From an optimization exercise on the open Yosys and OpenROAD flow, aimed at small area; shortcuts taken in it are not production practice. Function was checked by simulation only, so behaviour that the tests miss may differ from the original. The flow treats the clock pin as an ideal source. Dropping or thinning the clock tree relies on that and would not hold on a real chip.

==> xenon <==
## twi_engine
module twi_engine (
    input  wire       clk,
    input  wire       rst,
    input  wire       cmd_valid,
    input  wire [7:0] cmd_data,
    output wire       cmd_ready,
    output wire       rsp_valid,
    output reg  [7:0] rsp_data,
    input  wire       rsp_ready,
    output reg        scl_oe,
    output reg        sda_oe,
    input  wire       sda_i
);
    localparam [3:0] O_TWINIT   = 4'b0000;
    localparam [3:0] O_START    = 4'b0001;
    localparam [3:0] O_WRITE    = 4'b0010;
    localparam [3:0] O_READ     = 4'b0011;
    localparam [3:0] O_STOP     = 4'b0110;
    localparam [3:0] O_WRREG    = 4'b0100;
    localparam [3:0] O_RDREG    = 4'b0101;
    localparam [3:0] O_EERD     = 4'b1000;
    localparam [3:0] O_EEWR     = 4'b1001;
    localparam [3:0] O_EEGETCUR = 4'b1010;
    localparam [3:0] O_EESETCUR = 4'b1011;
    localparam [3:0] O_TOBCD    = 4'b1100;
    localparam [3:0] O_FROMBCD  = 4'b1101;
    localparam [3:0] F_END  = 4'b0000;
    localparam [3:0] F_DIV  = 4'b0001;    
    localparam [3:0] F_ELO  = 4'b0010;    
    localparam [3:0] F_EHI  = 4'b0011;    
    localparam [3:0] F_S1   = 4'b0100;    
    localparam [3:0] F_S2   = 4'b0101;    
    localparam [3:0] F_P    = 4'b0110;    
    localparam [3:0] F_WD   = 4'b1000;    
    localparam [3:0] F_RD   = 4'b1001;    
    localparam [3:0] F_W0   = 4'b1010;    
    localparam [3:0] F_WR   = 4'b1011;    
    localparam [3:0] F_SLAW = 4'b1100;    
    localparam [3:0] F_SLAR = 4'b1101;    
    localparam [3:0] F_OPC  = 4'b1110;    
    localparam [3:0] F_ARG  = 4'b1111;    
    function [15:0] radd;    
        input [15:0] a;
        input [15:0] b;
        input        cin;
        integer i;
        reg c;
        begin
            c = cin;
            for (i = 0; i < 16; i = i + 1) begin
                radd[i] = a[i] ^ b[i] ^ c;
                c = (a[i] & b[i]) | (c & (a[i] ^ b[i]));
            end
        end
    endfunction
    function [15:0] rinc;    
  ...
Settings: LEC_CHECK=0, ABC_AREA=1, CAP_MARGIN=0, CORE_MARGIN=2, CORE_UTILIZATION=40, GPL_ROUTABILITY_DRIVEN=0, GPL_TIMING_DRIVEN=0, PLACE_DENSITY=0.6, SLEW_MARGIN=0; clock period 10.0 ns.
standard.sh (not shown) runs the stock make flow with config.mk's settings and CLKGATE_MAP_FILE= SYNTH_SCRIPT=/design/flow/synth_recipe.tcl, a recipe that flattens the netlist after the stock synthesis.
==> flow/flow/run.sh <==
#!/bin/bash
# The standard layout with these changes to how it is made:
#  * the port buffers are the smallest buffer cell.
#  * the clock tree is one level of four buffers (flow/cts_tree.tcl).
set -e
here=$(pwd)
rm -rf "$here/scripts"
cp -r "$FLOW_HOME/scripts" "$here/scripts"
cp "$here/flow/abc_area.script" "$here/scripts/abc_area.script"
export SCRIPTS_DIR="$here/scripts"
export BUFFER_PORTS_ARGS="-buffer_cell sky130_fd_sc_hd__buf_1"
export PRE_CTS_TCL="$here/flow/cts_tree.tcl"
bash standard.sh ADDER_MAP_FILE= finish > standard.log 2>&1
==> flow/flow/abc_area.script <==
strash
balance
rewrite
refactor
balance
rewrite -z
refactor -z
rewrite -z
balance
&get -n
&dch -f
&nf -a -R 100
&put
strash
&get -n
&dch -f
&nf -a -R 100
&put
strash
&get -n
&dch -f
&nf -a -R 100
&put
==> flow/flow/cts_tree.tcl <==
proc clock_tree_synthesis { args } {
  set master_name sky130_fd_sc_hd__buf_12
  set nx 2
  set ny 2
  set db [ord::get_db]
  set block [ord::get_db_block]
  set clknet [$block findNet clk]
  set master [$db findMaster $master_name]
  set sinks {}
  foreach iterm [$clknet getITerms] {
    set bb [[$iterm getInst] getBBox]
    set x [expr {([$bb xMin] + [$bb xMax]) / 2}]
    set y [expr {([$bb yMin] + [$bb yMax]) / 2}]
    lappend sinks [list $iterm $x $y]
  }
  set sorted [lsort -integer -index 1 $sinks]
  set n [llength $sorted]
  set groups {}
  for {set i 0} {$i < $nx} {incr i} {
    set col [lrange $sorted [expr {$i * $n / $nx}] [expr {($i + 1) * $n / $nx - 1}]]
    set col [lsort -integer -index 2 $col]
    set m [llength $col]
    for {set j 0} {$j < $ny} {incr j} {
      lappend groups [lrange $col [expr {$j * $m / $ny}] [expr {($j + 1) * $m / $ny - 1}]]
    }
  }
  set k 0
  foreach g $groups {
    set inst [odb::dbInst_create $block $master clkbuf_leaf_$k]
    set net [odb::dbNet_create $block clknet_leaf_$k]
    $net setSigType CLOCK
    set sx 0
    set sy 0
    foreach s $g {
      set it [lindex $s 0]
      $it disconnect
      $it connect $net
      set sx [expr {$sx + [lindex $s 1]}]
      set sy [expr {$sy + [lindex $s 2]}]
    }
    [$inst findITerm A] connect $clknet
    [$inst findITerm X] connect $net
    $inst setLocation [expr {$sx / [llength $g]}] [expr {$sy / [llength $g]}]
    $inst setPlacementStatus PLACED
    puts "clock buffer $k ($master_name): [llength $g] registers"
    incr k
  }
  $clknet setSigType CLOCK
  set_propagated_clock [all_clocks]
}
==> inputs of zinc, as changes to xenon <==
--- a/flow/design.v
+++ b/flow/design.v
@@ -83,12 +83,13 @@
     reg [3:0]  fph;       
     reg        topen;
     reg        taddr;
     reg [6:0]  a1;        
     reg [23:0] dq;
     reg        bbusy;     
+    reg        bstop;     
     reg [4:0]  hc;        
     reg [9:0]  khz;       
     reg [12:0] acc;       
     reg [2:0]  cyc;       
     reg [1:0]  sync;
     assign cmd_ready = fph[3] & fph[2] & fph[1];    
@@ -149,17 +150,16 @@
     wire [3:0]  bitn     = hc[4:1];
     wire [15:0] acc_sum  = radd({3'd0, acc}, {6'd0, khz}, 1'b0);
     wire        half_end = rge(acc_sum, 16'd8001);
     wire        at4      = (cyc == 3'd5);
     wire        sda_in   = sync[1];
     wire        bidle    = ~bbusy;
-    wire        b_run    = bbusy & issued & ~mk_emit;
-    wire        b_stop   = bbusy & ~b_run;
-    wire        b_start  = b_run & mk_start;
-    wire        b_frame  = b_run & mk_frame;
-    wire        b_div    = b_run & mk_div;
+    wire        b_stop   = bbusy & bstop;
+    wire        b_start  = bbusy & ~bstop & mk_start;
+    wire        b_frame  = bbusy & ~bstop & mk_frame;
+    wire        b_div    = bbusy & ~bstop & mk_div;
     wire [4:0]  hc_inc   = rinc({11'd0, hc});
     wire [2:0]  cyc_inc  = rinc({13'd0, cyc});
     wire [7:0] sla = {a1, fph[0]};    
     reg fbit;
     always @(*) begin
         fbit = dq[23];
@@ -179,12 +179,13 @@
         end else begin
             acc <= acc_sum[12:0];
             if (cyc != 3'd7) cyc <= cyc_inc;
         end
     end
     always @(posedge clk) begin
+        if (go) bstop <= mk_stop;
         if (rst) begin
             bbusy  <= 1'b0;
             scl_oe <= 1'b0;
             sda_oe <= 1'b0;
         end else begin
             if (go) bbusy <= 1'b1;
==> flow/flow/abc_area.script (replaced) <==
strash
balance
rewrite
refactor
balance
rewrite -z
refactor -z
rewrite -z
balance
dch -f
map -a
strash
dch -f
map -a
--- a/flow/flow/cts_tree.tcl
+++ b/flow/flow/cts_tree.tcl
@@ -1,8 +1,8 @@
 proc clock_tree_synthesis { args } {
-  set master_name sky130_fd_sc_hd__buf_12
+  set master_name sky130_fd_sc_hd__buf_8
   set nx 2
   set ny 2
   set db [ord::get_db]
   set block [ord::get_db_block]
   set clknet [$block findNet clk]
   set master [$db findMaster $master_name]
==> inputs of garnet, as changes to xenon <==
--- a/flow/design.v
+++ b/flow/design.v
@@ -170,13 +170,13 @@
         if (fph == F_W0)
             fbit = 1'b0;
     end
     wire go = !issued && bidle && (mk_frame || mk_start || mk_stop || mk_div);
     always @(posedge clk) begin
         sync <= {sync[0], sda_i};
-        if (go || half_end) begin
+        if (bidle || half_end) begin
             acc <= {3'd0, khz};
             cyc <= 3'd1;
         end else begin
             acc <= acc_sum[12:0];
             if (cyc != 3'd7) cyc <= cyc_inc;
         end
@@ -252,14 +252,13 @@
     wire [7:0] bcd_res = (opc == O_TOBCD) ? to_bcd : from_bcd;
     always @(posedge clk) begin
         if (bidle) begin
             hc <= 5'd0;
         end else if (b_div) begin
             hc <= hc_inc;
-            if (hc[3:0] == 4'd15)
-                khz <= {a1[1:0], dq[23:16]};
+            khz <= {a1[1:0], dq[23:16]};
         end else if (half_end) begin
             hc <= hc_inc;
             if (b_frame && hc[0] && (reading || mk_wd) &&
                 (!bitn[3] || (mk_wd && opc == O_WRITE)))
                 dq <= {dq[22:0], sda_in};
         end
==> flow/flow/abc_area.script (replaced) <==
strash
balance
rewrite
refactor
balance
rewrite -z
refactor -z
rewrite -z
balance
dch -f
map -a
strash
&get -n
&dch -f
&nf -a -R 200
&put
strash
&get -n
&dch -f
&nf -a -R 200
&put
==> reports/metrics.cfg <==
[power]
total_power_mw = 1.23
p_sw_frac = 0.417
top_power_group = registers
p_leak_nw = 1.64

[place]
dpl-instance-area_sq_mm = 0.00471
dpl.hpwl_mm = 8.21

[grt]
grt_max_degree = 29

[status]
status = finished clean

[final_layout]
multi_input_cells = 464
multi_input_area_sq_mm = 0.00259
seq_cells = 80
stdcell_area_sq_mm = 0.00479
inverters = 12

[setup_path]
cp_common_cell = maj3_1

[synth]
synth_cells = 556

[drt]
wl_met1_mm = 5.18

That was xenon.
==> reports/metrics.cfg <==
[status]
status = finished clean

[synth]
synth_cells = 648

[power]
top_power_group = combinational cells
p_leak_nw = 1.66
total_power_mw = 1.24
p_sw_frac = 0.442

[final_layout]
inverters = 91
multi_input_area_sq_mm = 0.00235
seq_cells = 81
stdcell_area_sq_mm = 0.00486

[place]
dpl.hpwl_mm = 9.31
dpl-instance-area_sq_mm = 0.00480

[setup_path]
cp_common_cell = nand2_1

That was zinc.
==> reports/metrics.cfg <==
[status]
status = finished clean

[final_layout]
seq_cells = 80
inverters = 7
stdcell_area_sq_mm = 0.00478
multi_input_cells = 470

[setup_path]
cp_common_cell = o21ai_0

[power]
p_leak_nw = 1.64

[place]
dpl-instance-area_sq_mm = 0.00470

[grt]
grt_max_degree = 25

[drt]
wl_met1_mm = 5.24

That was garnet.
In every run of this note, the design's own scripts or RTL, not TritonCTS, make the clock network.

==> separate check: timing with driven ports <==
The flow's constraints put no driver on any port. The routed layouts listed below were extracted and timed again, unchanged, in two steps. Step 1 (the two cells are an assumption about what drives the block):
set clk [get_ports {clk}]
set_driving_cell -lib_cell sky130_fd_sc_hd__clkbuf_16 $clk
set_driving_cell -lib_cell sky130_fd_sc_hd__buf_2 [delete_from_list [all_inputs] $clk]
Step 2 adds t to the input delays and takes it off the output delays; t is the mean of the earliest and latest rising clock arrival at the registers after step 1. Input paths then give back, and output paths get back, about the clock's delay inside the block. a / b / c = ideal ports / drivers / drivers and shift; a / b = the first two.
| run | shift t [ns] | slack for setup (ns) | hold WS [ns] |
|---|---|---|---|
| xenon | 0.210 | 2.886 / 2.886 / 2.886 | 0.334 / 0.334 / 0.334 |
| zinc | 0.220 | 4.069 / 4.069 / 4.069 | 0.341 / 0.341 / 0.341 |
| garnet | 0.209 | 4.773 / 4.773 / 4.773 | 0.339 / 0.339 / 0.339 |
After both steps every run listed still meets setup and hold.
